Background: an optimization exercise with open tools, aiming at small area. Do not read the settings as production practice.
Where RTL was checked, it was by simulation tests only, not by an equivalence proof against the original.
The RTL of run 1 was laid out without a check of its function.
Power is estimated from default activity; no workload was simulated.

`flow/run.sh`:
```
#!/bin/bash
# synth_recipe.tcl (not shown) runs the flow's synth.tcl, then flattens the netlist and writes it again
# the make line also repeats each setting of config.mk as NAME=value (left out here)
make -C /OpenROAD-flow-scripts/flow DESIGN_CONFIG=/design/flow/config.mk WORK_HOME=/design/flow/orfs CLKGATE_MAP_FILE= SYNTH_SCRIPT=/design/flow/synth_recipe.tcl finish
```
`flow/config.mk`:
```
export PLATFORM = sky130hd
export DESIGN_NAME = vdl2_frame_stage
export DESIGN_NICKNAME = vdl2_frame_stage
export VERILOG_FILES = /design/flow/design.v
export SDC_FILE = /design/flow/constraint.sdc
export NUM_CORES = 4
export LEC_CHECK = 0
export CAP_MARGIN = 20
export CORE_MARGIN = 2
export CORE_UTILIZATION = 40
export CTS_BUF_LIST = sky130_fd_sc_hd__clkbuf_4
export SLEW_MARGIN = 20
```
`flow/constraint.sdc`:
```
create_clock -name core_clock -period 8.0 [get_ports {clk}]
set_input_delay 1.6000 -clock core_clock [delete_from_list [all_inputs] [get_ports {clk}]]
set_output_delay 1.6000 -clock core_clock [all_outputs]
set_load 0.01 [all_outputs]
```
`flow/design.v`:
```
module vdl2_destuff (
    input  wire        clk,
    input  wire        rst,
    input  wire        bit_valid,
    input  wire        bit_in,
    input  wire        bit_first,
    input  wire        bit_last,
    output wire        app,          
    output wire        seg_start,    
    output wire [16:0] pos,          
    output reg  [16:0] cnt,          
    output reg         fresh,        
    output reg         pz,           
    output reg         oct_valid,
    output reg  [7:0]  oct_data,
    output reg         emit_valid,   
    output reg  [13:0] emit_idx,     
    output reg         abort_valid,
    output wire        abort_code    
);
    reg  [2:0] ones;      
    wire       v     = bit_valid & (bit_first | ~&ones);
    wire [2:0] o     = bit_first ? 3'd0 : ones;
    wire       pzs   = seg_start ? 1'b0 : pz;
    wire stuff_err = bit_in & (o == 3'd6);
    wire stuffed   = ~bit_in & (o == 3'd5);
    wire flag_end  = ~bit_in & (o == 3'd6);
    assign seg_start = bit_first | fresh;
    assign pos       = cnt;    
    assign app       = v & ~stuff_err & ~stuffed & ~flag_end;
    wire [16:0] cnt_n  = seg_start ? 17'd1 : cnt + 17'd1;
    wire flag_ok    = (cnt[2:0] == {2'b11, pz});
    wire flag_frame = flag_ok & (cnt[16:3] != 14'd0);
    wire tail_ok    = app ? (cnt_n[2:0] == 3'd0) : (cnt[2:0] == 3'd0);
    wire tail_end   = bit_last & ~flag_end & ~stuff_err;
    assign abort_code = ~&ones | fresh;
    always @(posedge clk) begin
        if (v) begin
            ones  <= bit_in ? o + 3'd1 :
                     (flag_end & ~flag_ok) ? 3'd7 : 3'd0;
            fresh <= flag_end;
            if (~bit_in & (o < 3'd5))
                pz <= 1'b1;
            else if (stuffed)
                pz <= 1'b0;
            else
                pz <= pzs;
        end
        if (app) begin
            cnt      <= cnt_n;
            oct_data <= {bit_in, oct_data[7:1]};
        end
        if (v & bit_first)
            emit_idx <= 14'd0;
        else if (emit_valid)
            emit_idx <= emit_idx + 14'd1;
    end
    always @(posedge clk) begin
        if (rst) begin
            oct_valid   <= 1'b0;
            emit_valid  <= 1'b0;
            abort_valid <= 1'b0;
        end else begin
            oct_valid   <= app & ~seg_start & (cnt[2:0] == 3'd7);
            emit_valid  <= v & ((flag_end & flag_frame) | (tail_end & tail_ok));
            abort_valid <= v & (stuff_err | (flag_end & ~flag_ok) |
                                (tail_end & ~tail_ok));
        end
    end
endmodule
module vdl2_avlc (
    input  wire        clk,
    input  wire        app,          
    input  wire        bit_in,
    input  wire        seg_start,    
    input  wire [16:0] pos,          
    input  wire [16:0] cnt,          
    input  wire        flag,         
    input  wire        pz,           
    output wire [1:0]  status,       
    output wire [13:0] len,
    output wire [23:0] dst_id,
    output wire [2:0]  dst_type,
    output wire        dst_status,
    output wire [23:0] src_id,
    output wire [2:0]  src_type,
    output wire        src_status,
    output wire [1:0]  ctl_kind,     
    output wire [2:0]  ctl_ns,
    output wire [2:0]  ctl_nr,
    output wire        ctl_pf,
    output wire [1:0]  ctl_sfunc,
    output wire [7:0]  ctl_ufunc,
    output wire [1:0]  route,        
    output wire [1:0]  proto         
);
    localparam [15:0] CRC_GOOD  = 16'hF0B8;
    localparam [15:0] CRC_GOOD6 = 16'hD92F;   
    localparam [15:0] CRC_GOOD7 = 16'h4F85;   
    reg [15:0] crc;
    reg [63:0] hdr;    
    reg        sig;    
    wire [15:0] c = seg_start ? 16'hFFFF : crc;
    wire [15:0] x = {c[15:1], c[0] ^ bit_in};
    wire hdr_bit = ~seg_start & (((pos[16:6] == 11'd0) & (pos[2:0] != 3'd0)) |
                                 (pos[16:3] == 14'd8));
    wire sig_bit = ~seg_start & ((pos[16:3] == 14'd9) | (pos[16:3] == 14'd10) |
                                 (pos[16:3] == 14'd11));
    wire sig_exp = (pos[16:3] != 14'd11) | (pos[2:0] == 3'd0);
    always @(posedge clk) begin
        if (app) begin
            crc <= x[0] ? ((x >> 1) ^ 16'h8408) : (x >> 1);
            if (hdr_bit)
                hdr <= {hdr[62:0], bit_in};
            if (sig_bit)
                sig <= ((pos[16:3] == 14'd9) & (pos[2:0] == 3'd0) | sig) &
                       (bit_in == sig_exp);
        end
    end
    wire [15:0] good = !flag ? CRC_GOOD : pz ? CRC_GOOD7 : CRC_GOOD6;
    assign len    = cnt[16:3];
    assign status = (len < 14'd11) ? 2'd1 : (crc != good) ? 2'd2 : 2'd0;
    assign dst_status = hdr[63];
    assign dst_type   = hdr[62:60];
    assign dst_id     = hdr[59:36];
    assign src_status = hdr[35];
    assign src_type   = hdr[34:32];
    assign src_id     = hdr[31:8];
    wire [7:0] ctl;
    genvar k;
    generate
        for (k = 0; k < 8; k = k + 1) begin : g_ctl
            assign ctl[k] = hdr[7 - k];
        end
    endgenerate
    assign ctl_kind  = !ctl[0] ? 2'd0 : !ctl[1] ? 2'd1 : 2'd2;
    assign ctl_ns    = ctl[3:1];
    assign ctl_nr    = ctl[7:5];
    assign ctl_pf    = ctl[4];
    assign ctl_sfunc = ctl[3:2];
    assign ctl_ufunc = ctl & 8'hEC;
    wire acars_sig = (len >= 14'd14) & sig;
    assign route = (ctl_kind == 2'd0) ? (acars_sig ? 2'd0 : 2'd1) :
                   (ctl_kind == 2'd2 && ctl_ufunc == 8'hAC) ? 2'd2 : 2'd3;
    assign proto = (route == 2'd0) ? 2'd0 : (route == 2'd1) ? 2'd1 : 2'd2;
endmodule
module vdl2_frame_stage (
    input  wire        clk,
    input  wire        rst,
    input  wire        bit_valid,
    input  wire        bit_in,
    input  wire        bit_first,
    input  wire        bit_last,
    output wire        oct_valid,
    output wire [7:0]  oct_data,
    output wire        frm_valid,
    output wire [1:0]  frm_status,
    output wire [13:0] frm_len,
    output wire [13:0] frm_idx,
    output wire [23:0] dst_id,
    output wire [2:0]  dst_type,
    output wire        dst_status,
    output wire [23:0] src_id,
    output wire [2:0]  src_type,
    output wire        src_status,
    output wire [1:0]  ctl_kind,
    output wire [2:0]  ctl_ns,
    output wire [2:0]  ctl_nr,
    output wire        ctl_pf,
    output wire [1:0]  ctl_sfunc,
    output wire [7:0]  ctl_ufunc,
    output wire [1:0]  route,
    output wire [1:0]  proto,
    output wire        abort_valid,
    output wire        abort_code
);
    wire        app, seg_start, fresh, pz;
    wire [16:0] pos, cnt;
    vdl2_destuff u_destuff (
        .clk(clk), .rst(rst),
        .bit_valid(bit_valid), .bit_in(bit_in),
        .bit_first(bit_first), .bit_last(bit_last),
        .app(app), .seg_start(seg_start), .pos(pos), .cnt(cnt),
        .fresh(fresh), .pz(pz),
        .oct_valid(oct_valid), .oct_data(oct_data),
        .emit_valid(frm_valid), .emit_idx(frm_idx),
        .abort_valid(abort_valid), .abort_code(abort_code)
    );
    vdl2_avlc u_avlc (
        .clk(clk),
        .app(app), .bit_in(bit_in), .seg_start(seg_start),
        .pos(pos), .cnt(cnt), .flag(fresh), .pz(pz),
        .status(frm_status), .len(frm_len),
        .dst_id(dst_id), .dst_type(dst_type), .dst_status(dst_status),
        .src_id(src_id), .src_type(src_type), .src_status(src_status),
        .ctl_kind(ctl_kind), .ctl_ns(ctl_ns), .ctl_nr(ctl_nr), .ctl_pf(ctl_pf),
        .ctl_sfunc(ctl_sfunc), .ctl_ufunc(ctl_ufunc),
        .route(route), .proto(proto)
    );
endmodule
```
==> impl_metrics.json, run 1 <==
{
  "drc": 0,
  "finalWeightedCongestion": 0.825,
  "grt_setup_unrepaired": "no",
  "hp-class": "reg2reg",
  "cts.clk_slew.worst_paths_ps": 120,
  "async_flop_share": 0,
  "finalCriticalPeriod_ps": 4290,
  "overflow": 0,
  "syn_area_sq_um": 5420,
  "nets": 517,
  "power.leakage_nw": 2.20,
  "synth.largest_area_cell": "edfxtp_1",
  "drv_slew": 0,
  "postLayoutCoreUtil": 0.519,
  "arrival_ps": 2690,
  "dp_hpwl_microns": 7390,
  "insertion_delay_ps": 540,
  "relSlewSlack": 0.351,
  "numCtsBuffers": 17,
  "synthToLayoutAreaGrowth_pct": 26.9,
  "wire_per_inst_microns": 15.6,
  "ys_seq_area_frac": 0.678,
  "nFillCells": 1166,
  "cts_hold_buf": 0,
  "syn_inst": 408,
  "die_w_microns": 120,
  "cts_resized": 0,
  "critPathMaxFanout": 21,
  "fin_worst_skew_ps": 15.7,
  "start_util": 0.409,
  "finalSetupViolations": 0,
  "post_cts_buffers": 0,
  "antenna_found_initial": 0,
  "cp.required_ps": 6400,
  "rrSetupSlack_ps": 5020,
  "path_class": "reg2out",
  "placedInstanceArea_sq_um": 6610,
  "vias_per_cell": 4.94,
  "dp.cells": 664,
  "cts-root-buf": "clkbuf_4",
  "wirelength_microns": 10900,
  "hold_violations": 0,
  "drt_iter0_markers": 245,
  "fin_crit_sh": 0.537,
  "grt_max_degree": 65,
  "whs_ps": 461,
  "synth_top_area_share": 0.616,
  "outcome": "complete, no violations",
  "grt_use_total": 0.157,
  "die-area_sq_um": 14500,
  "grt_pass1_wl_microns": 17400,
  "cp-end-kind": "output pin",
  "fin_setup_tns_ps": 0,
  "ir_drop_mv": 0.0821,
  "synth-seq-cells": 128,
  "clock_sinks": 128,
  "power_density_nw_per_um2": 184,
  "num_vias": 3438,
  "synthDistinctLibCells": 53,
  "grt_pass1_vias": 3229,
  "htree_levels": 4,
  "max_freq_ghz": 0.233,
  "maxCapViolations": 0,
  "cts_tree": "built",
  "fp.coreArea_sq_um": 13200,
  "ant_nets": 0,
  "io_buffers": 123,
  "synth_edf_count": 111,
  "yosys-top-cells-area": "edfxtp_1, dfxtp_1, buf_4",
  "layout-drive-gt1-share": 0.0808,
  "clockBufferDepth": 2,
  "finalNonFillerCells": 696,
  "synth_top_flop_cell": "edfxtp_1",
  "diodes": 0,
  "die_height_microns": 120,
  "cp-start-kind": "flip-flop",
  "row_count": 42,
  "worstMarginPinSlew_ps": 970,
  "yosysWarningCount": 2,
  "postLayoutCellArea_sq_um": 6870,
  "pin_count": 127,
  "syn_area_per_cell_sq_um": 13.3,
  "firstDrtPassIters": 4
}
## worst paths after layout
check / start / to / depth (start not counted)
min reg2reg: u_avlc.hdr[55] / u_avlc.hdr[56] / 0
min: u_avlc.hdr[55] / u_avlc.hdr[56] / 0
max: u_destuff.fresh / frm_status[1] / 5
max reg2reg: u_destuff.fresh / u_avlc.hdr[33] / 4
## flip-flops by register name (all words and copies together) (netlist names)
| signal | count |
|---|---|
| u_avlc.crc | 16 |
| u_destuff.oct_valid | 1 |
| u_avlc.hdr | 64 |
| u_destuff.cnt | 17 |
| u_avlc.sig | 1 |
| u_destuff.fresh | 1 |
| u_destuff.abort_valid | 1 |
| u_destuff.ones | 3 |
| u_destuff.pz | 1 |
| u_destuff.oct_data | 8 |
| u_destuff.emit_idx | 14 |
| u_destuff.emit_valid | 1 |
## stage by stage
step | total power [mW] | setup WS (ps)
after CTS | 1.28 | 3670
after global placement | 0.872 | 3240
after floorplan | 0.837 | 1550
after global routing | 1.32 | 3550
final | 1.26 | 3710
after detailed placement | 0.874 | 3180
## cell usage in the layout (no fill, tap or decap), types with 8 or more instances in the layout
master and instances:
clkbuf_4 19, o21ai_0 9, dfxtp_1 17, inv_1 8, nand2_1 24, edfxtp_1 111
a21oi_1 16, or3_1 24, nor2_1 34, nand3_1 12, clkdlybuf4s50_1 123, nand4_1 9
xnor2_1 17
## cells in the mapped netlist (2+ instances only)
master / n
edfxtp_1: 111
nor2_1: 34
buf_4: 30
nand2_1: 24
or3_1: 24
dfxtp_1: 17
xnor2_1: 17
a21oi_1: 16
nand3_1: 12
clkbuf_1: 10
nand4_1: 9
o21ai_0: 9
inv_1: 8
nor3_1: 7
nor4_1: 7
nor2b_1: 6
buf_2: 5
xor2_1: 5
ha_1: 4
nand2b_1: 4
nand4b_1: 4
a31oi_1: 3
and2_1: 3
mux2i_1: 3
nor4bb_1: 3
o211ai_1: 3
and3b_1: 2
nor4_4: 2
o22ai_1: 2
## cells by family (layout without fill, tap and decap cells)
logic type	count (synthesis)	in the layout	share of synthesized area
simple gates	153	153	0.162
flops	128	128	0.678
buf+inv	55	165	0.0603
compound gates	41	41	0.0464
xor+xnor	22	22	0.0356
fa+ha+maj	4	4	0.00924
mux	4	4	0.00762
other cells	1	3	0.000692
## worst max-delay path: stages (launching register included)
cell	delay, ps
edfxtp_1	750
nor4bb_1	300
a21oi_1	80
nor4bb_1	350
a31oi_1	170
clkdlybuf4s50_1	510
## layer usage
layer,track usage,vias up,wire (microns)
met4,0.0516,0,148
met3,0.0524,12,712
met1,0.225,1635,5110
met2,0.224,115,4890
met5,0,-,0
li1,-,1676,-
## where the power goes
group | switching (mW) | internal (mW)
Clock | 0.246 | 0.161
Combinational | 0.0466 | 0.0416
Sequential | 0.0263 | 0.743
## final cells by class
| cell class | count | area, sq um | area share |
|---|---|---|---|
| sequential | 128 | 3670 | 0.535 |
| inverter | 8 | 30.0 | 0.00437 |
| multi-input combinational | 227 | 1440 | 0.210 |
| clock buffer | 19 | 143 | 0.0208 |
| clock inverter | 13 | 115 | 0.0168 |
| tap | 176 | 220 | 0.0321 |
| timing repair buffer | 125 | 1250 | 0.181 |
==> run 2, diff against run 1 <==
--- a/flow/design.v
+++ b/flow/design.v
@@ -29,6 +29,29 @@
     assign pos       = cnt;    
     assign app       = v & ~stuff_err & ~stuffed & ~flag_end;
     wire [16:0] cnt_n  = seg_start ? 17'd1 : cnt + 17'd1;
+    wire [16:0] cnt_carry;
+    wire [13:0] idx_carry;
+    assign cnt_carry[0] = 1'b1;
+    assign idx_carry[0] = 1'b1;
+    genvar k;
+    generate
+        for (k = 1; k < 17; k = k + 1) begin : g_cc
+            assign cnt_carry[k] = cnt_carry[k-1] & cnt[k-1];
+        end
+        for (k = 1; k < 14; k = k + 1) begin : g_ic
+            assign idx_carry[k] = idx_carry[k-1] & emit_idx[k-1];
+        end
+        for (k = 0; k < 17; k = k + 1) begin : g_cnt
+            always @(posedge clk)
+                if (app & (seg_start | cnt_carry[k]))
+                    cnt[k] <= (k == 0) ? (seg_start | ~cnt[k]) : (~seg_start & ~cnt[k]);
+        end
+        for (k = 0; k < 14; k = k + 1) begin : g_idx
+            always @(posedge clk)
+                if ((v & bit_first) | (emit_valid & idx_carry[k]))
+                    emit_idx[k] <= ~(v & bit_first) & ~emit_idx[k];
+        end
+    endgenerate
     wire flag_ok    = (cnt[2:0] == {2'b11, pz});
     wire flag_frame = flag_ok & (cnt[16:3] != 14'd0);
     wire tail_ok    = app ? (cnt_n[2:0] == 3'd0) : (cnt[2:0] == 3'd0);
@@ -47,13 +70,8 @@
                 pz <= pzs;
         end
         if (app) begin
-            cnt      <= cnt_n;
             oct_data <= {bit_in, oct_data[7:1]};
         end
-        if (v & bit_first)
-            emit_idx <= 14'd0;
-        else if (emit_valid)
-            emit_idx <= emit_idx + 14'd1;
     end
     always @(posedge clk) begin
         if (rst) begin
--- a/flow/config.mk
+++ b/flow/config.mk
@@ -7,6 +7,6 @@
 export LEC_CHECK = 0
 export CAP_MARGIN = 20
 export CORE_MARGIN = 2
-export CORE_UTILIZATION = 40
-export CTS_BUF_LIST = sky130_fd_sc_hd__clkbuf_4
+export CORE_UTILIZATION = 60
+export CTS_BUF_LIST = sky130_fd_sc_hd__clkbuf_4 sky130_fd_sc_hd__clkbuf_8
 export SLEW_MARGIN = 20
==> run 2 against run 1 <==
Net effect: still clean; sequential share of layout area up 2.4 points; fmax down 7.2%; clock power up 51%; global-route usage up 6.5 points; final area down 0.58%; critical path depth up 5; via count down 3.6%; critical path type is now in2reg.
==> impl_metrics.json, run 2 <==
{
  "outcome": "complete, no violations",
  "cp-end-kind": "flip-flop",
  "synth-seq-cells": 128,
  "overflow": 0,
  "firstDrtPassIters": 6,
  "num_vias": 3313,
  "nets": 493,
  "async_flop_share": 0,
  "ant_nets": 0,
  "grt_pass1_wl_microns": 16300,
  "sw_frac_of_total": 0.202,
  "cts-root-buf": "clkbuf_8",
  "layout-drive-gt1-share": 0.0911,
  "die-area_sq_um": 9550,
  "place_ws_ps": 2910,
  "numCtsBuffers": 17,
  "fp.coreArea_sq_um": 8640,
  "vias_per_cell": 5.50,
  "io_buffers": 123,
  "pin_count": 127,
  "htree_levels": 4,
  "grt_pass1_vias": 3112,
  "power.leakage_nw": 2.39,
  "yosysWarningCount": 2,
  "postLayoutCoreUtil": 0.791,
  "syn_area_sq_um": 5270,
  "mostFrequentLayoutCell": "edfxtp_1",
  "mostFrequentLayoutCells": "edfxtp_1, clkdlybuf4s50_1, nor2_1",
  "syn_area_per_cell_sq_um": 13.9,
  "cts_hold_buf": 0,
  "finalSetupViolations": 0,
  "cts.clk_slew.worst_paths_ps": 70,
  "worstMarginPinSlew_ps": 960,
  "insertion_delay_ps": 410,
  "largest_register_ffs": 64,
  "drv_slew": 0,
  "row_count": 34,
  "critPathMaxFanout": 28,
  "power_density_nw_per_um2": 213,
  "hp-class": "reg2reg",
  "dp_hpwl_microns": 7150,
  "finalPower_mw": 1.46,
  "drc": 0,
  "finalCriticalPeriod_ps": 4630,
  "nFillCells": 548,
  "yosys-top-cells-area": "edfxtp_1, buf_4, nor2_1",
  "ys_seq_area_frac": 0.723,
  "synth.largest_area_cell": "edfxtp_1",
  "p_sw_mw": 0.293,
  "start_util": 0.611,
  "cp.required_ps": 8110,
  "antenna_found_initial": 0,
  "path_class": "in2reg",
  "grt_max_degree": 65,
  "clockBufferDepth": 2,
  "wire_per_inst_microns": 17.1,
  "syn_inst": 380,
  "largestRegisters": "u_avlc.hdr x64, u_destuff.cnt x17, u_avlc.crc x16",
  "drt_iter0_markers": 159,
  "max_freq_ghz": 0.216,
  "finalWeightedCongestion": 0.864,
  "die_w_microns": 97.7,
  "synth_common_cells": "edfxtp_1, nor2_1, buf_4, nand2_1, or3_1",
  "grt_use_total": 0.222,
  "synth_top_flop_cell": "edfxtp_1",
  "relSlewSlack": 0.360,
  "synth_top_area_share": 0.712,
  "yosysMostFrequentCell": "edfxtp_1",
  "cp-start-kind": "primary input",
  "clkPwrFrac": 0.423,
  "cts_resized": 0,
  "worst_slack_ps": 3370,
  "maxCapViolations": 0,
  "diodes": 0,
  "arrival_ps": 4730,
  "internal_power_mw": 1.16,
  "regMostFlops": "u_avlc.hdr",
  "fin_setup_tns_ps": 0,
  "pwr-share-seq": 0.526,
  "post_cts_buffers": 0,
  "hold_violations": 0,
  "die_height_microns": 97.7,
  "fin_crit_sh": 0.578,
  "synthToLayoutAreaGrowth_pct": 29.5,
  "cts_tree": "built",
  "fin_worst_skew_ps": 9.79,
  "clock_sinks": 128,
  "wirelength_microns": 10300,
  "synth_edf_count": 125,
  "grt_setup_unrepaired": "no",
  "ir_drop_mv": 0.147,
  "synthDistinctLibCells": 49,
  "p_comb_frac": 0.051
}
## run 2: area by class of cell
cell class / instances / area, sq um / share of cell area
clock buffers: 20 / 256 / 0.0376
clock inverters: 12 / 190 / 0.0278
inverters: 15 / 56.3 / 0.00824
multi-input cells: 195 / 1140 / 0.167
flip-flops and latches: 128 / 3810 / 0.558
well taps: 108 / 135 / 0.0198
repair buffers: 124 / 1240 / 0.181
## run 2: through the flow
stage,cells,instance area (sq um),hold slack (ps)
floorplan,382,5290,468
global placement,570,6380,431
detailed placement,570,6380,434
CTS,602,6830,446
global route,602,6830,452
finish,602,6830,445
## run 2: final timing paths
| path | start | endpoint | slack, ps | depth (start not counted) |
|---|---|---|---|---|
| hold reg to reg | u_avlc.hdr[24] | u_avlc.hdr[25] | 440 | 0 |
| hold / removal | u_avlc.hdr[24] | u_avlc.hdr[25] | 440 | 0 |
| setup / recovery | bit_first | u_destuff.cnt[15] | 3370 | 10 |
| setup reg to reg | u_destuff.ones[0] | u_destuff.cnt[15] | 5090 | 9 |
## run 2: logic make-up (layout without fill, tap and decap cells)
| group | after synthesis | in the layout | share of synthesized area |
|---|---|---|---|
| XOR/XNOR | 5 | 5 | 0.00831 |
| flip-flops | 128 | 128 | 0.723 |
| buffers and inverters | 59 | 171 | 0.0648 |
| other | 1 | 3 | 0.000711 |
| AND/OR/NAND/NOR | 138 | 138 | 0.135 |
| adder cells (fa/ha/maj) | 6 | 6 | 0.0142 |
| AO/OA/AOI/OAI | 40 | 40 | 0.0477 |
| multiplexers | 3 | 3 | 0.00593 |
## run 2: layer usage
layer | vias to the layer above | part of all wire | GRT usage
met4 | 0 | 0.010 | 0.0855
met2 | 144 | 0.49 | 0.344
met1 | 1618 | 0.43 | 0.302
met5 | - | 0 | 0
met3 | 7 | 0.073 | 0.0659
li1 | 1544 | - | -
## run 2: critical path: stages
cell and delay, ps:
clkdlybuf4s50_1 840, nand2b_4 260, inv_1 70, ha_1 190, nor2b_1 130, o21ai_0 160
nand2b_1 310, inv_2 580, nand2_1 300, a211oi_1 270
## run 2: power groups by stage
stage	sequential (mW)	clock [mW]	combinational (mW)
2_1_floorplan	0.777	0	0.0487
3_3_place_gp	0.780	0	0.0720
3_5_place_dp	0.780	0	0.0745
4_1_cts	0.766	0.627	0.0748
5_1_grt	0.768	0.654	0.0814
6_report	0.766	0.615	0.0745
==> run 3, diff against run 2 <==
==> flow/flow/run.sh (new file) <==
#!/bin/bash
# Standard layout with two changes to how it is made: the port buffers are
# the smallest buffer cell instead of a delay buffer, and the clock tree
# uses small buffers without dummy loads.
set -euo pipefail
export BUFFER_PORTS_ARGS="-buffer_cell sky130_fd_sc_hd__buf_1"
export CTS_ARGS="-sink_clustering_enable -repair_clock_nets -buf_list sky130_fd_sc_hd__clkbuf_4 -root_buf sky130_fd_sc_hd__clkbuf_8 -dont_use_dummy_load"
bash standard.sh > standard.log 2>&1
==> flow/standard.sh (new file) <==
#!/bin/bash
# synth_recipe.tcl (not shown) runs the flow's synth.tcl, then flattens the netlist and writes it again
# the make line also repeats each setting of config.mk as NAME=value (left out here)
make -C /OpenROAD-flow-scripts/flow DESIGN_CONFIG=/design/flow/config.mk WORK_HOME=/design/flow/orfs CLKGATE_MAP_FILE= SYNTH_SCRIPT=/design/flow/synth_recipe.tcl "${@:-finish}"
==> flow/config.mk (replaced) <==
export PLATFORM = sky130hd
export DESIGN_NAME = vdl2_frame_stage
export DESIGN_NICKNAME = vdl2_frame_stage
export VERILOG_FILES = /design/flow/design.v
export SDC_FILE = /design/flow/constraint.sdc
export NUM_CORES = 4
export LEC_CHECK = 0
export CAP_MARGIN = 0
export CORE_MARGIN = 2
export CORE_UTILIZATION = 70
export SLEW_MARGIN = 0
removed: flow/run.sh
==> run 3 against run 2 <==
Net effect: clock power fell by 53%; first-iteration DRC count increased by 60%; die area fell by 14%; flip-flop and latch count unchanged; highest routed layer unchanged; global-route usage rose by 1.4 points; largest power group unchanged; critical path type unchanged; clock-buffer cell count is 3 lower; cell count is 4.0% lower; still clean on timing, DRC and antenna; sequential share of layout area is 11 points higher; fmax rose by 6.7%; worst setup slack better by 290 ps; worst hold slack lost 23 ps; synthesized cell count is the same.
==> impl_metrics.json, run 3 <==
{
  "grt_pass1_vias": 2919,
  "io_buffers": 123,
  "maxCapViolations": 0,
  "yosysWarningCount": 2,
  "overflow": 0,
  "power.leakage_nw": 1.91,
  "htree_levels": 4,
  "syn_area_sq_um": 5270,
  "nets": 493,
  "worstMarginPinSlew_ps": 947,
  "synthDistinctLibCells": 49,
  "die_height_microns": 90.8,
  "clockBufferDepth": 2,
  "async_flop_share": 0,
  "largest_register_ffs": 64,
  "clock_sinks": 128,
  "yosysMostFrequentCell": "edfxtp_1",
  "fin_crit_sh": 0.542,
  "finalCriticalPeriod_ps": 4340,
  "syn_area_per_cell_sq_um": 13.9,
  "cts_resized": 0,
  "cp-start-kind": "primary input",
  "syn_inst": 380,
  "grt_setup_unrepaired": "no",
  "synth-seq-cells": 128,
  "dr_wl_met2_microns": 4560,
  "ys_seq_area_frac": 0.723,
  "synth_edf_count": 125,
  "grt_pass1_wl_microns": 14800,
  "start_util": 0.723,
  "drc": 0,
  "insertion_delay_ps": 400,
  "outcome": "complete, no violations",
  "maxUsedRoutingLayer": "met4",
  "die_w_microns": 90.8,
  "synthToLayoutAreaGrowth_pct": 8.80,
  "grt_max_degree": 65,
  "drv_slew": 0,
  "finalSetupViolations": 0,
  "synth_top_flop_cell": "edfxtp_1",
  "mostFrequentLayoutCells": "edfxtp_1, buf_1, nor2_1",
  "ir_drop_mv": 0.104,
  "arrival_ps": 4420,
  "fin_setup_tns_ps": 0,
  "diodes": 0,
  "postLayoutCoreUtil": 0.787,
  "cts_tree": "built",
  "cts_hold_buf": 0,
  "max_freq_ghz": 0.231,
  "row_count": 31,
  "hp-class": "reg2reg",
  "cts.clk_slew.worst_paths_ps": 90,
  "relSlewSlack": 0.369,
  "wl_met3_microns": 723,
  "fp.coreArea_sq_um": 7290,
  "fin_worst_skew_ps": 42.8,
  "cp.required_ps": 8080,
  "path_class": "in2reg",
  "post_cts_buffers": 0,
  "layout-drive-gt1-share": 0.0647,
  "largestRegisters": "u_avlc.hdr x64, u_destuff.cnt x17, u_avlc.crc x16",
  "dp_hpwl_microns": 6720,
  "placedInstanceArea_sq_um": 5600,
  "cp-end-kind": "flip-flop",
  "finalPower_mw": 1.11,
  "synth.largest_area_cell": "edfxtp_1",
  "wl_met1_microns": 4120,
  "firstDrtPassIters": 5,
  "power_density_nw_per_um2": 194,
  "finalWeightedCongestion": 0.827,
  "ant_nets": 0,
  "synth_top_area_share": 0.712,
  "worst_slack_ps": 3660,
  "hold_violations": 0,
  "postLayoutCellArea_sq_um": 5740,
  "vias_per_cell": 5.74,
  "place_ws_ps": 3260,
  "numCtsBuffers": 17,
  "critPathMaxFanout": 28,
  "num_vias": 3318,
  "mostFrequentLayoutCell": "edfxtp_1",
  "wirelength_microns": 9540,
  "wire_per_inst_microns": 16.5,
  "yosys-top-cells-area": "edfxtp_1, buf_4, nor2_1",
  "regMostFlops": "u_avlc.hdr",
  "cts-root-buf": "clkbuf_8",
  "synth_common_cells": "edfxtp_1, nor2_1, buf_4, nand2_1, or3_1",
  "drt_iter0_markers": 254,
  "grt_use_total": 0.236,
  "antenna_found_initial": 0,
  "die-area_sq_um": 8240,
  "pin_count": 127
}
[run 3: worst max-delay path: stages]
cell and delay [ps]:
buf_1 510, nand2b_4 280, inv_1 70, ha_1 180
nor2b_1 140, o21ai_0 170, nand2b_1 320, inv_2 570
nand2_1 280, a211oi_1 290
[run 3: path summary, 6_finish.rpt]
check	end	cells after the start	slack, ps	start
max	u_destuff.cnt[15]	10	3660	bit_first
max reg2reg	u_destuff.cnt[15]	9	5110	u_destuff.ones[0]
min reg2reg	u_destuff.oct_data[0]	0	420	u_destuff.oct_data[1]
min	u_destuff.oct_data[0]	0	420	u_destuff.oct_data[1]
[run 3: report_power, final]
| part | switching [mW] | internal, mW | total (mW) | leakage (nW) |
|---|---|---|---|---|
| logic | 0.0407 | 0.0199 | 0.0605 | 0.673 |
| clock network | 0.182 | 0.104 | 0.286 | 0.0808 |
| registers | 0.0164 | 0.749 | 0.766 | 1.16 |
| total | 0.239 | 0.873 | 1.11 | 1.91 |
[run 3: per-stage QoR]
| stage | instances | hold slack, ps |
|---|---|---|
| after floorplan | 382 | 468 |
| after global placement | 561 | 431 |
| after CTS | 578 | 429 |
| final | 578 | 422 |
| after global routing | 578 | 438 |
| after detailed placement | 561 | 430 |
[run 3: area by class of cell]
class	instances	area, sq um
sequential	128	3810
fill	480	1560
tap	99	124
clock buffer	17	134
multi-input combinational	195	1140
inverter	15	56.3
timing repair buffer	124	469
[run 3: kinds of logic (layout without fill, tap and decap cells)]
family / Yosys count / count (layout) / synth area share
AO/OA/AOI/OAI: 40 / 40 / 0.0477
buffers and inverters: 59 / 156 / 0.0648
adder cells (fa/ha/maj): 6 / 6 / 0.0142
XOR/XNOR: 5 / 5 / 0.00831
other: 1 / 3 / 0.000711
AND/OR/NAND/NOR: 138 / 138 / 0.135
multiplexers: 3 / 3 / 0.00593
flip-flops: 128 / 128 / 0.723
[run 3: metal layers]
metal  global-route usage  up-vias
li1                     -     1534
met4               0.0859        0
met1                0.334     1605
met2                0.366      165
met3               0.0551       14
met5                    0        -
==> run 4, diff against run 3 <==
--- a/flow/config.mk
+++ b/flow/config.mk
@@ -5,7 +5,7 @@
 export SDC_FILE = /design/flow/constraint.sdc
 export NUM_CORES = 4
 export LEC_CHECK = 0
-export CAP_MARGIN = 0
+export CAP_MARGIN = 20
 export CORE_MARGIN = 2
-export CORE_UTILIZATION = 70
-export SLEW_MARGIN = 0
+export CORE_UTILIZATION = 60
+export SLEW_MARGIN = 20
==> run 4 against run 3 <==
Net effect: fmax decreased by 0.49%; critical path depth unchanged; combinational power about the same; register-to-register slack improved by 30 ps; worst hold slack improved by 16 ps; cell count increased by 1.6%; power about the same; still clean; first-iteration DRC count decreased by 47%; critical path type unchanged; sequential power about the same; synthesized area unchanged.
==> impl_metrics.json, run 4 <==
{
  "finalNonFillerCells": 587,
  "start_util": 0.611,
  "rr_worst_depth": 9,
  "wire_per_inst_microns": 16.6,
  "cts_tree": "built",
  "syn_area_per_cell_sq_um": 13.9,
  "vias_per_cell": 5.49,
  "finalSetupViolations": 0,
  "fin_setup_tns_ps": 0,
  "hold_violations": 0,
  "grt_use_total": 0.206,
  "multi_input_area_sq_um": 1140,
  "io_buffers": 123,
  "overflow": 0,
  "yosys-top-cells-area": "edfxtp_1, buf_4, nor2_1",
  "holdPathStages": 0,
  "antenna_found_initial": 0,
  "diodes": 0,
  "drc": 0,
  "ys_seq_area_frac": 0.723,
  "sw_frac_of_total": 0.215,
  "worstMarginPinSlew_ps": 936,
  "syn_area_sq_um": 5270,
  "row_count": 34,
  "insertion_delay_ps": 400,
  "max_freq_ghz": 0.229,
  "drt_iter0_markers": 134,
  "ant_nets": 0,
  "cp.required_ps": 8100,
  "synth_top_flop_cell": "edfxtp_1",
  "hp-class": "reg2reg",
  "async_flop_share": 0,
  "cts_hold_buf": 0,
  "power.leakage_nw": 1.91,
  "yosysWarningCount": 2,
  "power_density_nw_per_um2": 193,
  "fin_crit_sh": 0.545,
  "relSlewSlack": 0.376,
  "clockBufferDepth": 2,
  "mostFrequentLayoutCells": "edfxtp_1, buf_1, nor2_1",
  "fp.coreArea_sq_um": 8640,
  "pin_count": 127,
  "nFillCells": 660,
  "post_cts_buffers": 0,
  "synthDistinctLibCells": 49,
  "worst_slack_ps": 3640,
  "cts_resized": 0,
  "htree_levels": 4,
  "grt_setup_unrepaired": "no",
  "nets": 493,
  "die_w_microns": 97.7,
  "wirelength_microns": 9750,
  "p_comb_frac": 0.054,
  "syn_inst": 380,
  "synth_top_area_share": 0.712,
  "finalCriticalPeriod_ps": 4360,
  "die_height_microns": 97.7,
  "cts-root-buf": "clkbuf_8",
  "arrival_ps": 4460,
  "mostFrequentLayoutCell": "edfxtp_1",
  "die-area_sq_um": 9550,
  "finalWeightedCongestion": 0.903,
  "cp-end-kind": "flip-flop",
  "finalPower_mw": 1.11,
  "cp-start-kind": "primary input",
  "firstDrtPassIters": 6,
  "path_class": "in2reg",
  "largest_register_ffs": 64,
  "critPathMaxFanout": 28,
  "synth_edf_count": 125,
  "outcome": "complete, no violations",
  "largestRegisters": "u_avlc.hdr x64, u_destuff.cnt x17, u_avlc.crc x16",
  "synth.largest_area_cell": "edfxtp_1",
  "yosysMostFrequentCell": "edfxtp_1",
  "internal_power_mw": 0.873,
  "p_sw_mw": 0.239,
  "regMostFlops": "u_avlc.hdr",
  "layout-drive-gt1-share": 0.0647,
  "synthToLayoutAreaGrowth_pct": 9.02,
  "synth_common_cells": "edfxtp_1, nor2_1, buf_4, nand2_1, or3_1",
  "grt_max_degree": 65,
  "grt_pass1_wl_microns": 15000,
  "maxCapViolations": 0,
  "synth-seq-cells": 128,
  "numCtsBuffers": 17,
  "cts.clk_slew.worst_paths_ps": 110,
  "grt_pass1_vias": 2935,
  "fin_worst_skew_ps": 49.2,
  "clkPwrFrac": 0.258,
  "drv_slew": 0,
  "clock_sinks": 128,
  "dp.cells": 570,
  "ir_drop_mv": 0.108,
  "regArea_sq_um": 3810,
  "place_ws_ps": 3200,
  "dp_hpwl_microns": 6990,
  "num_vias": 3225,
  "pwr-share-seq": 0.688
}
-- run 4: critical path, stage by stage --
cell and delay (ps):
buf_1 530, nand2b_4 280, inv_1 70, ha_1 180
nor2b_1 130, o21ai_0 190, nand2b_1 320, inv_2 590
nand2_1 290, a211oi_1 260
-- run 4: cell type report --
cell class | count | area share
Clock buffer | 17 | 0.0233
Sequential cell | 128 | 0.663
Multi-Input combinational cell | 195 | 0.198
Timing Repair Buffer | 124 | 0.0816
Inverter | 15 | 0.00980
Tap cell | 108 | 0.0235
-- run 4: power by group through the flow --
stage | Combinational, mW | Sequential [mW] | Clock, mW
after floorplan | 0.0487 | 0.777 | 0
after global placement | 0.0588 | 0.780 | 0
final | 0.0602 | 0.765 | 0.287
after global routing | 0.0680 | 0.767 | 0.324
after detailed placement | 0.0609 | 0.780 | 0
after CTS | 0.0610 | 0.765 | 0.297
-- run 4: worst paths after layout --
check | start | endpoint | slack, ps
setup / recovery | bit_first | u_destuff.cnt[15] | 3640
hold / removal | u_destuff.oct_data[4] | u_destuff.oct_data[3] | 440
setup reg to reg | u_destuff.ones[0] | u_destuff.cnt[15] | 5140
hold reg to reg | u_destuff.oct_data[4] | u_destuff.oct_data[3] | 440
-- run 4: cells by family after synthesis --
| family | synth area share |
|---|---|
| compound gates | 0.0477 |
| xor+xnor | 0.00831 |
| fa+ha+maj | 0.0142 |
| buf+inv | 0.0648 |
| flops | 0.723 |
| mux | 0.00593 |
| other cells | 0.000711 |
| simple gates | 0.135 |
-- run 4: per-stage QoR --
stage,utilization,instance area (sq um),hold slack [ps]
global route,0.666,5750,453
floorplan,-,5290,468
global placement,0.650,5610,430
CTS,0.666,5750,439
detailed placement,0.650,5610,429
finish,0.666,5750,437
-- run 4: routing by layer --
layer,up-vias,wire (microns),GRT usage
met5,-,0,0
met4,0,114,0.0737
met3,9,605,0.0530
met2,129,4590,0.309
met1,1554,4440,0.298
li1,1533,-,-
==> run 5, diff against run 4 <==
==> flow/flow/run.sh (replaced) <==
#!/bin/bash
# Standard layout with two changes to how it is made: the port buffers are
# the smallest buffer cell instead of a delay buffer, and the clock tree
# uses small buffers without dummy loads.
set -euo pipefail
export BUFFER_PORTS_ARGS="-buffer_cell sky130_fd_sc_hd__buf_1"
export CTS_ARGS="-sink_clustering_enable -repair_clock_nets -buf_list sky130_fd_sc_hd__clkbuf_16 -root_buf sky130_fd_sc_hd__clkbuf_16 -sink_clustering_size 40 -sink_clustering_max_diameter 120 -dont_use_dummy_load"
bash standard.sh > standard.log 2>&1
--- a/flow/config.mk
+++ b/flow/config.mk
@@ -7,5 +7,5 @@
 export LEC_CHECK = 0
 export CAP_MARGIN = 20
 export CORE_MARGIN = 2
-export CORE_UTILIZATION = 60
+export CORE_UTILIZATION = 70
 export SLEW_MARGIN = 20
==> run 5 against run 4 <==
Net effect: fmax fell by 0.74%; critical endpoint unchanged; worst hold slack gained 1.4 ps; power grew 28%; cell count is 1.5% lower; routed wire length up 5.7%; sequential power increased by 0.5%; sequential share of layout area down 3.1 points; clock power increased by 100%; critical path type unchanged; worst setup slack lost 32 ps; final area up 4.9%; global-route usage grew 5.7 points.
==> impl_metrics.json, run 5 <==
{
  "vias_per_cell": 5.89,
  "overflow": 0,
  "r2r_start": "u_destuff.ones[0]",
  "outcome": "complete, no violations",
  "rrSetupSlack_ps": 5070,
  "clock_sinks": 128,
  "holdPathStages": 0,
  "cp-end-kind": "flip-flop",
  "num_vias": 3406,
  "htree_levels": 4,
  "mostFrequentLayoutCell": "edfxtp_1",
  "finalSetupViolations": 0,
  "finalCriticalPeriod_ps": 4390,
  "syn_inst": 380,
  "synth_common_cells": "edfxtp_1, nor2_1, buf_4, nand2_1, or3_1",
  "grt_max_degree": 65,
  "hp-class": "reg2reg",
  "ir_drop_mv": 0.180,
  "diodes": 0,
  "r2r_end": "u_destuff.cnt[15]",
  "cts_hold_buf": 0,
  "numCtsBuffers": 17,
  "wirelength_microns": 10300,
  "max_freq_ghz": 0.228,
  "row_count": 31,
  "synth-seq-cells": 128,
  "grt_use_total": 0.262,
  "critPathMaxFanout": 28,
  "cp.required_ps": 8070,
  "synth_top_flop_cell": "edfxtp_1",
  "power.leakage_nw": 2.04,
  "async_flop_share": 0,
  "hold_path_end": "u_destuff.oct_data[0]",
  "cts.clk_slew.worst_paths_ps": 50,
  "yosysWarningCount": 2,
  "fin_worst_skew_ps": 18.2,
  "cts_tree": "built",
  "yosysMostFrequentCell": "edfxtp_1",
  "syn_area_sq_um": 5270,
  "insertion_delay_ps": 400,
  "syn_area_per_cell_sq_um": 13.9,
  "post_cts_buffers": 0,
  "synthToLayoutAreaGrowth_pct": 14.3,
  "die_w_microns": 90.8,
  "hold_violations": 0,
  "ant_nets": 0,
  "grt_pass1_wl_microns": 16400,
  "synth_edf_count": 125,
  "critPathMaxStageDelay_ps": 580,
  "rr_worst_depth": 9,
  "finalWeightedCongestion": 0.827,
  "clockBufferDepth": 2,
  "synth.largest_area_cell": "edfxtp_1",
  "cts-root-buf": "clkbuf_16",
  "arrival_ps": 4470,
  "largest_register_ffs": 64,
  "antenna_found_initial": 0,
  "yosys-top-cells-area": "edfxtp_1, buf_4, nor2_1",
  "fp.coreArea_sq_um": 7290,
  "nets": 493,
  "power_density_nw_per_um2": 235,
  "drt_iter0_markers": 238,
  "worstMarginPinSlew_ps": 941,
  "cts_resized": 0,
  "cp-start-kind": "primary input",
  "fin_crit_sh": 0.549,
  "wire_per_inst_microns": 17.8,
  "synthDistinctLibCells": 49,
  "grt_setup_unrepaired": "no",
  "crit_slowest_cell": "inv_2",
  "maxCapViolations": 0,
  "firstDrtPassIters": 5,
  "layout-drive-gt1-share": 0.0647,
  "drv_slew": 0,
  "die_height_microns": 90.8,
  "postLayoutCellArea_sq_um": 6030,
  "path_class": "in2reg",
  "finalPower_mw": 1.42,
  "pin_count": 127,
  "drc": 0,
  "start_util": 0.723,
  "grt_pass1_vias": 3109,
  "synth_top_area_share": 0.712,
  "io_buffers": 123,
  "regMostFlops": "u_avlc.hdr",
  "placedInstanceArea_sq_um": 5600,
  "fin_setup_tns_ps": 0,
  "largestRegisters": "u_avlc.hdr x64, u_destuff.cnt x17, u_avlc.crc x16",
  "hp-start": "u_destuff.oct_data[1]",
  "ys_seq_area_frac": 0.723,
  "dp_hpwl_microns": 6720,
  "mostFrequentLayoutCells": "edfxtp_1, buf_1, nor2_1",
  "relSlewSlack": 0.373,
  "crit_path_cell_trace": "buf_1, nand2b_4, inv_1, ha_1, nor2b_1, o21ai_0, nand2b_1, inv_2, nand2_1, a211oi_1",
  "die-area_sq_um": 8240
}
run 5: per-layer routing:
layer | up-vias | routed length [microns] | GRT usage
met5 | - | 0 | 0
met4 | 0 | 164 | 0.0745
met3 | 20 | 794 | 0.0643
met2 | 181 | 5140 | 0.428
met1 | 1666 | 4210 | 0.359
li1 | 1539 | - | -
run 5: kinds of logic (layout without fill, tap and decap cells):
group           count (synthesis)  in the layout  synth area share
flops                         128            128             0.723
mux                             3              3           0.00593
other cells                     1              3          0.000711
compound gates                 40             40            0.0477
simple gates                  138            138             0.135
fa+ha+maj                       6              6            0.0142
buf+inv                        59            156            0.0648
xor+xnor                        5              5           0.00831
run 5: where the power goes:
part | internal, mW | switching, mW | leakage, nW
Sequential | 0.752 | 0.0168 | 1.16
Combinational | 0.0199 | 0.0415 | 0.673
Clock | 0.366 | 0.223 | 0.209
Total | 1.14 | 0.281 | 2.04
run 5: layout make-up:
cell class,instances,area [sq um]
inverter,15,56.3
timing repair buffer,124,469
tap,99,124
multi-input combinational,195,1140
clock buffer,17,425
sequential,128,3810
fill,418,1260
run 5: how the worst max path moves through the flow:
stage	to	cells past startpoint	slack, ps	start
2_1_floorplan	u_avlc.hdr[0]	9	1110	bit_first
3_3_place_gp	u_avlc.hdr[63]	9	3420	bit_first
3_5_place_dp	u_destuff.cnt[13]	10	3260	bit_first
4_1_cts	u_destuff.cnt[13]	10	3660	bit_first
5_1_grt	u_destuff.cnt[13]	10	3390	bit_first
6_report	u_destuff.cnt[15]	10	3610	bit_first
run 5: stage by stage:
step / util / hold WS (ps) / instances / worst slack (ps)
floorplan: - / 468 / 382 / 1110
global placement: 0.768 / 431 / 561 / 3420
detailed placement: 0.768 / 430 / 561 / 3260
CTS: 0.827 / 443 / 578 / 3660
global route: 0.827 / 455 / 578 / 3390
finish: 0.827 / 439 / 578 / 3610
run 5: worst max-delay path: cells and delay by family:
| family | cells | cell delay [ps] |
|---|---|---|
| buffers and inverters | 3 | 1170 |
| AND/OR/NAND/NOR | 4 | 1030 |
| adder cells (fa/ha/maj) | 1 | 180 |
| AO/OA/AOI/OAI | 2 | 490 |
==> run 6, diff against run 5 <==
==> flow/flow/run.sh (replaced) <==
#!/bin/bash
# Standard layout with two changes to how it is made: the port buffers are
# the smallest buffer cell instead of a delay buffer, and the clock tree
# uses small buffers without dummy loads.
set -euo pipefail
export BUFFER_PORTS_ARGS="-buffer_cell sky130_fd_sc_hd__buf_1"
export CTS_ARGS="-sink_clustering_enable -repair_clock_nets -buf_list sky130_fd_sc_hd__clkbuf_8 -root_buf sky130_fd_sc_hd__clkbuf_8 -dont_use_dummy_load"
bash standard.sh > standard.log 2>&1
==> run 6 against run 5 <==
Net effect: still clean; worst setup slack improved by 73 ps; routed wire length decreased by 6.5%; clock skew up 9.6 ps; critical path depth did not move; die area unchanged; clock power shrank 35%; worst hold slack worse by 9.6 ps; sequential share of layout area grew 2.1 points; fmax grew 1.7%; non-clock buffer count unchanged; power down 15%; synthesized cell count unchanged; largest cell class unchanged.
==> impl_metrics.json, run 6 <==
{
  "outcome": "complete, no violations",
  "critPathMaxStageDelay_ps": 560,
  "hp-class": "reg2reg",
  "fp.coreArea_sq_um": 7290,
  "grt_pass1_wl_microns": 14900,
  "crit_path_cell_trace": "buf_1, nand2b_4, inv_1, ha_1, nor2b_1, o21ai_0, nand2b_1, inv_2, nand2_1, a211oi_1",
  "die_height_microns": 90.8,
  "die_w_microns": 90.8,
  "async_flop_share": 0,
  "postLayoutCellArea_sq_um": 5840,
  "num_vias": 3316,
  "hold_violations": 0,
  "post_cts_buffers": 0,
  "die-area_sq_um": 8240,
  "dp_hpwl_microns": 6720,
  "cp.required_ps": 8090,
  "mostFrequentLayoutCells": "edfxtp_1, buf_1, nor2_1",
  "synth_top_area_share": 0.712,
  "antenna_found_initial": 0,
  "clock_sinks": 128,
  "synth_edf_count": 125,
  "diodes": 0,
  "drv_slew": 0,
  "holdPathStages": 0,
  "yosys-top-cells-area": "edfxtp_1, buf_4, nor2_1",
  "synth-seq-cells": 128,
  "synth_common_cells": "edfxtp_1, nor2_1, buf_4, nand2_1, or3_1",
  "postLayoutCoreUtil": 0.800,
  "overflow": 0,
  "placedInstanceArea_sq_um": 5600,
  "fin_worst_skew_ps": 27.8,
  "fin_crit_sh": 0.540,
  "cts_tree": "built",
  "grt_max_degree": 65,
  "finalNonFillerCells": 578,
  "clockBufferDepth": 2,
  "drt_iter0_markers": 257,
  "wire_per_inst_microns": 16.7,
  "worst_slack_ps": 3680,
  "fin_setup_tns_ps": 0,
  "max_freq_ghz": 0.232,
  "layout-drive-gt1-share": 0.0647,
  "pin_count": 127,
  "worstMarginPinSlew_ps": 935,
  "start_util": 0.723,
  "power.leakage_nw": 1.96,
  "largest_register_ffs": 64,
  "grt_setup_unrepaired": "no",
  "yosysMostFrequentCell": "edfxtp_1",
  "cts_hold_buf": 0,
  "place_ws_ps": 3260,
  "yosysWarningCount": 2,
  "power_density_nw_per_um2": 207,
  "vias_per_cell": 5.74,
  "rr_worst_depth": 9,
  "finalSetupViolations": 0,
  "critPathMaxFanout": 28,
  "wirelength_microns": 9640,
  "htree_levels": 4,
  "grt_pass1_vias": 2944,
  "largestRegisters": "u_avlc.hdr x64, u_destuff.cnt x17, u_avlc.crc x16",
  "ys_seq_area_frac": 0.723,
  "arrival_ps": 4410,
  "cts.clk_slew.worst_paths_ps": 60,
  "finalWeightedCongestion": 0.827,
  "drc": 0,
  "syn_inst": 380,
  "cts-root-buf": "clkbuf_8",
  "nets": 493,
  "maxCapViolations": 0,
  "ir_drop_mv": 0.122,
  "relSlewSlack": 0.377,
  "crit_slowest_cell": "inv_2",
  "grt_use_total": 0.238,
  "synthDistinctLibCells": 49,
  "cp-end-kind": "flip-flop",
  "synth.largest_area_cell": "edfxtp_1",
  "cp-start-kind": "primary input",
  "path_class": "in2reg",
  "dp.cells": 561,
  "insertion_delay_ps": 410,
  "nFillCells": 455,
  "finalCriticalPeriod_ps": 4320,
  "cts_resized": 0,
  "firstDrtPassIters": 5,
  "syn_area_per_cell_sq_um": 13.9,
  "syn_area_sq_um": 5270,
  "synth_top_flop_cell": "edfxtp_1",
  "io_buffers": 123,
  "regMostFlops": "u_avlc.hdr",
  "ant_nets": 0,
  "mostFrequentLayoutCell": "edfxtp_1",
  "synthToLayoutAreaGrowth_pct": 10.7,
  "numCtsBuffers": 17,
  "row_count": 31
}
run 6: changes by cell type in the layout (fill, tap and decap cells not counted):
cell	change
clkbuf_16	-17
clkbuf_8	+17
run 6: worst paths after layout:
path / startpoint / to / slack, ps
worst max register to register: u_destuff.ones[0] / u_destuff.cnt[15] / 5120
worst max-delay path: bit_first / u_destuff.cnt[15] / 3680
worst min-delay path: u_destuff.oct_data[1] / u_destuff.oct_data[0] / 430
worst min register to register: u_destuff.oct_data[1] / u_destuff.oct_data[0] / 430
run 6: kinds of logic (layout without fill, tap and decap cells):
logic type	count (synthesis)	in the layout	synth area share
xor gates and xnor gates	5	5	0.00831
DFF	128	128	0.723
muxes	3	3	0.00593
other	1	3	0.000711
buffers and inverters	59	156	0.0648
adders and majority gates	6	6	0.0142
AOI/OAI and AO/OA	40	40	0.0477
and+or+nand+nor	138	138	0.135
run 6: metrics by stage:
step	power [mW]	hold WS, ps
after floorplan	0.826	468
after global placement	0.837	431
after detailed placement	0.841	430
after CTS	1.22	432
after global routing	1.25	442
final	1.21	429
run 6: layout make-up:
type | instances | area, sq um | area share
sequential | 128 | 3810 | 0.653
multi-input combinational | 195 | 1140 | 0.195
timing repair buffer | 124 | 469 | 0.0804
clock buffer | 17 | 234 | 0.0401
tap | 99 | 124 | 0.0212
inverter | 15 | 56.3 | 0.00965
run 6: where the power goes:
part | switching [mW] | internal (mW) | total (mW)
Sequential | 0.0166 | 0.751 | 0.767
Combinational | 0.0406 | 0.0199 | 0.0605
Clock | 0.194 | 0.186 | 0.380
Total | 0.251 | 0.957 | 1.21
run 6: worst max-delay path: cells and delay by family:
family	cells	cell delay, ps
compound gates	2	460
fa+ha+maj	1	180
buf+inv	3	1140
simple gates	4	1020
run 6: routing by layer:
metal / part of all wire / track usage / up-vias
li1: - / - / 1529
met1: 0.43 / 0.333 / 1586
met2: 0.48 / 0.371 / 187
met3: 0.080 / 0.0601 / 14
met4: 0.015 / 0.0821 / 0
met5: 0 / 0 / -
==> run 7, diff against run 6 <==
--- a/flow/design.v
+++ b/flow/design.v
@@ -18,49 +18,26 @@
     output reg         abort_valid,
     output wire        abort_code    
 );
+    reg        active;    
     reg  [2:0] ones;      
-    wire       v     = bit_valid & (bit_first | ~&ones);
+    wire       v     = bit_valid & (bit_first | active);
     wire [2:0] o     = bit_first ? 3'd0 : ones;
     wire       pzs   = seg_start ? 1'b0 : pz;
     wire stuff_err = bit_in & (o == 3'd6);
     wire stuffed   = ~bit_in & (o == 3'd5);
     wire flag_end  = ~bit_in & (o == 3'd6);
     assign seg_start = bit_first | fresh;
-    assign pos       = cnt;    
+    assign pos       = seg_start ? 17'd0 : cnt;
     assign app       = v & ~stuff_err & ~stuffed & ~flag_end;
-    wire [16:0] cnt_n  = seg_start ? 17'd1 : cnt + 17'd1;
-    wire [16:0] cnt_carry;
-    wire [13:0] idx_carry;
-    assign cnt_carry[0] = 1'b1;
-    assign idx_carry[0] = 1'b1;
-    genvar k;
-    generate
-        for (k = 1; k < 17; k = k + 1) begin : g_cc
-            assign cnt_carry[k] = cnt_carry[k-1] & cnt[k-1];
-        end
-        for (k = 1; k < 14; k = k + 1) begin : g_ic
-            assign idx_carry[k] = idx_carry[k-1] & emit_idx[k-1];
-        end
-        for (k = 0; k < 17; k = k + 1) begin : g_cnt
-            always @(posedge clk)
-                if (app & (seg_start | cnt_carry[k]))
-                    cnt[k] <= (k == 0) ? (seg_start | ~cnt[k]) : (~seg_start & ~cnt[k]);
-        end
-        for (k = 0; k < 14; k = k + 1) begin : g_idx
-            always @(posedge clk)
-                if ((v & bit_first) | (emit_valid & idx_carry[k]))
-                    emit_idx[k] <= ~(v & bit_first) & ~emit_idx[k];
-        end
-    endgenerate
+    wire [16:0] cnt_n  = pos + 17'd1;
     wire flag_ok    = (cnt[2:0] == {2'b11, pz});
     wire flag_frame = flag_ok & (cnt[16:3] != 14'd0);
     wire tail_ok    = app ? (cnt_n[2:0] == 3'd0) : (cnt[2:0] == 3'd0);
     wire tail_end   = bit_last & ~flag_end & ~stuff_err;
-    assign abort_code = ~&ones | fresh;
+    assign abort_code = ~&ones;
     always @(posedge clk) begin
         if (v) begin
-            ones  <= bit_in ? o + 3'd1 :
-                     (flag_end & ~flag_ok) ? 3'd7 : 3'd0;
+            ones  <= bit_in ? o + 3'd1 : 3'd0;
             fresh <= flag_end;
             if (~bit_in & (o < 3'd5))
                 pz <= 1'b1;
@@ -70,19 +47,27 @@
                 pz <= pzs;
         end
         if (app) begin
+            cnt      <= cnt_n;
             oct_data <= {bit_in, oct_data[7:1]};
         end
+        if (v & bit_first)
+            emit_idx <= 14'd0;
+        else if (emit_valid)
+            emit_idx <= emit_idx + 14'd1;
     end
     always @(posedge clk) begin
         if (rst) begin
+            active      <= 1'b0;
             oct_valid   <= 1'b0;
             emit_valid  <= 1'b0;
             abort_valid <= 1'b0;
         end else begin
-            oct_valid   <= app & ~seg_start & (cnt[2:0] == 3'd7);
+            oct_valid   <= app & (cnt_n[2:0] == 3'd0);
             emit_valid  <= v & ((flag_end & flag_frame) | (tail_end & tail_ok));
             abort_valid <= v & (stuff_err | (flag_end & ~flag_ok) |
                                 (tail_end & ~tail_ok));
+            if (v)
+                active <= ~bit_last & ~stuff_err & ~(flag_end & ~flag_ok);
         end
     end
 endmodule
@@ -120,10 +105,10 @@
     reg        sig;    
     wire [15:0] c = seg_start ? 16'hFFFF : crc;
     wire [15:0] x = {c[15:1], c[0] ^ bit_in};
-    wire hdr_bit = ~seg_start & (((pos[16:6] == 11'd0) & (pos[2:0] != 3'd0)) |
-                                 (pos[16:3] == 14'd8));
-    wire sig_bit = ~seg_start & ((pos[16:3] == 14'd9) | (pos[16:3] == 14'd10) |
-                                 (pos[16:3] == 14'd11));
+    wire hdr_bit = ((pos[16:6] == 11'd0) & (pos[2:0] != 3'd0)) |
+                   (pos[16:3] == 14'd8);
+    wire sig_bit = (pos[16:3] == 14'd9) | (pos[16:3] == 14'd10) |
+                   (pos[16:3] == 14'd11);
     wire sig_exp = (pos[16:3] != 14'd11) | (pos[2:0] == 3'd0);
     always @(posedge clk) begin
         if (app) begin
==> flow/run.sh (new file) <==
#!/bin/bash
# synth_recipe.tcl (not shown) runs the flow's synth.tcl, then flattens the netlist and writes it again
# the make line also repeats each setting of config.mk as NAME=value (left out here)
make -C /OpenROAD-flow-scripts/flow DESIGN_CONFIG=/design/flow/config.mk WORK_HOME=/design/flow/orfs CLKGATE_MAP_FILE= SYNTH_SCRIPT=/design/flow/synth_recipe.tcl finish
--- a/flow/config.mk
+++ b/flow/config.mk
@@ -7,5 +7,5 @@
 export LEC_CHECK = 0
 export CAP_MARGIN = 20
 export CORE_MARGIN = 2
-export CORE_UTILIZATION = 70
+export CORE_UTILIZATION = 40
 export SLEW_MARGIN = 20
removed: flow/flow/run.sh
removed: flow/standard.sh
==> run 7 against run 6 <==
Net effect: fmax shrank 2.9%; synthesized area rose by 1.8%; final area increased by 22%; largest power group unchanged; utilization shrank 26 points; via count is 0.15% higher; sequential power rose by 2%; synthesized cell count up 3.4%; clock power increased by 76%.
==> impl_metrics.json, run 7 <==
{
  "outcome": "complete, no violations",
  "drc": 0,
  "cp-end-kind": "flip-flop",
  "synth_mux_area_frac": 0.00373,
  "grt_setup_unrepaired": "no",
  "async_flop_share": 0,
  "ys_seq_area_frac": 0.688,
  "die_w_microns": 120,
  "largest_register_ffs": 64,
  "fin_setup_tns_ps": 0,
  "pin_count": 127,
  "ir_drop_mv": 0.134,
  "mostFrequentLayoutCells": "clkdlybuf4s50_1, edfxtp_1, nor2_1",
  "rr_worst_depth": 7,
  "postLayoutCoreUtil": 0.540,
  "diodes": 0,
  "synth.largest_area_cell": "edfxtp_1",
  "numCtsBuffers": 17,
  "die_height_microns": 120,
  "num_vias": 3321,
  "synth-seq-cells": 129,
  "mostFrequentLayoutCell": "clkdlybuf4s50_1",
  "fp.coreArea_sq_um": 13200,
  "path_buf_inv": 2,
  "dp.cells": 651,
  "cp-start-kind": "primary input",
  "whs_ps": 445,
  "crit_path_cell_trace": "clkdlybuf4s50_1, nor2_1, nand2_1, ha_1, o21ai_0, nand2_1, a21oi_4, buf_4",
  "htree_levels": 4,
  "critPathMaxStageDelay_ps": 770,
  "power.leakage_nw": 2.40,
  "synth_edf_count": 111,
  "vias_per_cell": 4.87,
  "yosysWarningCount": 2,
  "synth-adder-area-share": 0.0112,
  "finalCriticalPeriod_ps": 4450,
  "cts_hold_buf": 0,
  "synth-simple-area-share": 0.150,
  "drt_iter0_markers": 204,
  "hp-class": "reg2reg",
  "synthToLayoutAreaGrowth_pct": 32.7,
  "maxCapViolations": 0,
  "rrSetupSlack_ps": 4950,
  "clock_sinks": 129,
  "grt_use_total": 0.149,
  "worstMarginPinSlew_ps": 703,
  "grt_pass1_vias": 3151,
  "synth_compound_area_frac": 0.0333,
  "critPathMaxFanout": 31,
  "finalNonFillerCells": 682,
  "regMostFlops": "u_avlc.hdr",
  "clockBufferDepth": 2,
  "cts_resized": 0,
  "nets": 505,
  "finalPower_mw": 1.54,
  "fin_crit_sh": 0.556,
  "synth_top_family_by_area": "simple AND/OR/NAND/NOR gates",
  "yosysMostFrequentCell": "edfxtp_1",
  "io_buffers": 123,
  "start_util": 0.407,
  "largestRegisters": "u_avlc.hdr x64, u_destuff.cnt x17, u_avlc.crc x16",
  "cts_tree": "built",
  "arrival_ps": 4510,
  "cts-root-buf": "clkbuf_16",
  "synth_common_cells": "edfxtp_1, nor2_1, buf_4, nand2_1, xor2_1",
  "path_common_cell": "nand2_1",
  "path_class": "in2reg",
  "crit_slowest_cell": "clkdlybuf4s50_1",
  "overflow": 0,
  "wirelength_microns": 10400,
  "holdPathStages": 0,
  "finalSetupViolations": 0,
  "cp_num_cells": 8,
  "cp.required_ps": 8070,
  "crit_family": "buffers and inverters",
  "relSlewSlack": 0.530,
  "syn_area_per_cell_sq_um": 13.7,
  "finalWeightedCongestion": 0.802,
  "yosys.area_share.xor_xnor": 0.0536,
  "cts.clk_slew.worst_paths_ps": 60,
  "dp_hpwl_microns": 7050,
  "layout-drive-gt1-share": 0.0949,
  "syn_inst": 393,
  "fin_worst_skew_ps": 5.32,
  "grt_pass1_wl_microns": 16500,
  "syn_area_sq_um": 5370,
  "firstDrtPassIters": 4,
  "synthDistinctLibCells": 54,
  "grt_max_degree": 46,
  "ant_nets": 0,
  "insertion_delay_ps": 400,
  "wire_per_inst_microns": 15.3,
  "synth_top_flop_cell": "edfxtp_1",
  "die-area_sq_um": 14400,
  "antenna_found_initial": 0,
  "synth_top_area_share": 0.621,
  "hold_violations": 0,
  "post_cts_buffers": 0,
  "power_density_nw_per_um2": 217,
  "yosys-top-cells-area": "edfxtp_1, dfxtp_1, buf_4",
  "row_count": 42,
  "drv_slew": 0,
  "max_freq_ghz": 0.225
}
-- run 7: layout make-up --
class,count,area (sq um)
fillers,1087,6070
flip-flops and latches,129,3690
multi-input cells,213,1390
repair buffers,126,1270
clock buffers,18,429
well taps,176,220
clock inverters,12,90.1
inverters,8,30.0
-- run 7: power breakdown --
part | switching [mW] | total [mW] | leakage, nW | internal, mW
clock network | 0.278 | 0.670 | 0.237 | 0.392
registers | 0.0209 | 0.779 | 1.15 | 0.758
logic | 0.0490 | 0.0951 | 1.01 | 0.0461
-- run 7: through the flow --
step | instance area [sq um] | setup WS [ps]
floorplan | 5380 | 240
global placement | 6580 | 2710
finish | 7120 | 3550
detailed placement | 6580 | 2600
CTS | 7100 | 3040
global route | 7120 | 3310
-- run 7: final timing paths --
kind | startpoint | to
worst max-delay path | bit_first | u_avlc.hdr[33]
worst min-delay path | u_avlc.hdr[8] | u_avlc.hdr[9]
worst min register to register | u_avlc.hdr[8] | u_avlc.hdr[9]
worst max register to register | u_destuff.fresh | u_avlc.hdr[33]
-- run 7: cells by family (layout without fill, tap and decap cells) --
logic type / count (synthesis) / in the layout
AND/OR/NAND/NOR: 142 / 142
flip-flops: 129 / 129
buffers and inverters: 53 / 164
XOR/XNOR: 32 / 32
AO/OA/AOI/OAI: 29 / 29
adder cells (fa/ha/maj): 5 / 5
multiplexers: 2 / 2
other: 1 / 3
-- run 7: layer usage --
metal / wire [microns] / GRT usage / vias up
met3: 580 / 0.0499 / 6
met5: 0 / 0 / -
met1: 4910 / 0.204 / 1629
met2: 4810 / 0.223 / 98
met4: 111 / 0.0529 / 0
li1: - / - / 1588

## static timing again, ports no longer ideal
In the flow no input, the clock included, has a driving cell. The finished layouts below were timed again as built, in two steps. Step 1: set_driving_cell puts a clkbuf_16 on clk and a buf_2 on each other input, an assumption about the parent block. Step 2, shift: input delay + t, output delay - t, t = (earliest + latest rising clock arrival at the registers) / 2. This alone moves slack from input paths to output paths. Three values: ideal, step 1, step 2; two values: the first two.
| run | t (ns) | slack for setup (ns) | hold slack, ns | worst setup path at the end | cell pins on the clock port's net |
|---|---|---|---|---|---|
| run 1 | 0.567 | 3.707 / 3.674 / 3.222 | 0.461 / 0.461 / 0.461 | input to register | 1 |
| run 2 | 0.441 | 3.374 / 3.379 / 2.938 | 0.445 / 0.445 / 0.445 | input to register | 1 |
| run 3 | 0.406 | 3.663 / 3.666 / 3.260 | 0.422 / 0.422 / 0.422 | input to register | 1 |
| run 4 | 0.407 | 3.641 / 3.648 / 3.241 | 0.437 / 0.437 / 0.437 | input to register | 1 |
| run 5 | 0.424 | 3.609 / 3.614 / 3.190 | 0.439 / 0.439 / 0.439 | input to register | 1 |
| run 6 | 0.430 | 3.681 / 3.685 / 3.255 | 0.429 / 0.429 / 0.429 | input to register | 1 |
| run 7 | 0.443 | 3.552 / 3.571 / 3.128 | 0.445 / 0.445 / 0.445 | input to register | 1 |
After both steps setup and hold are still met in every run listed. For run 1, which loses most, drivers alone change the setup slack by -0.033 ns; drivers and shift together by -0.485 ns.
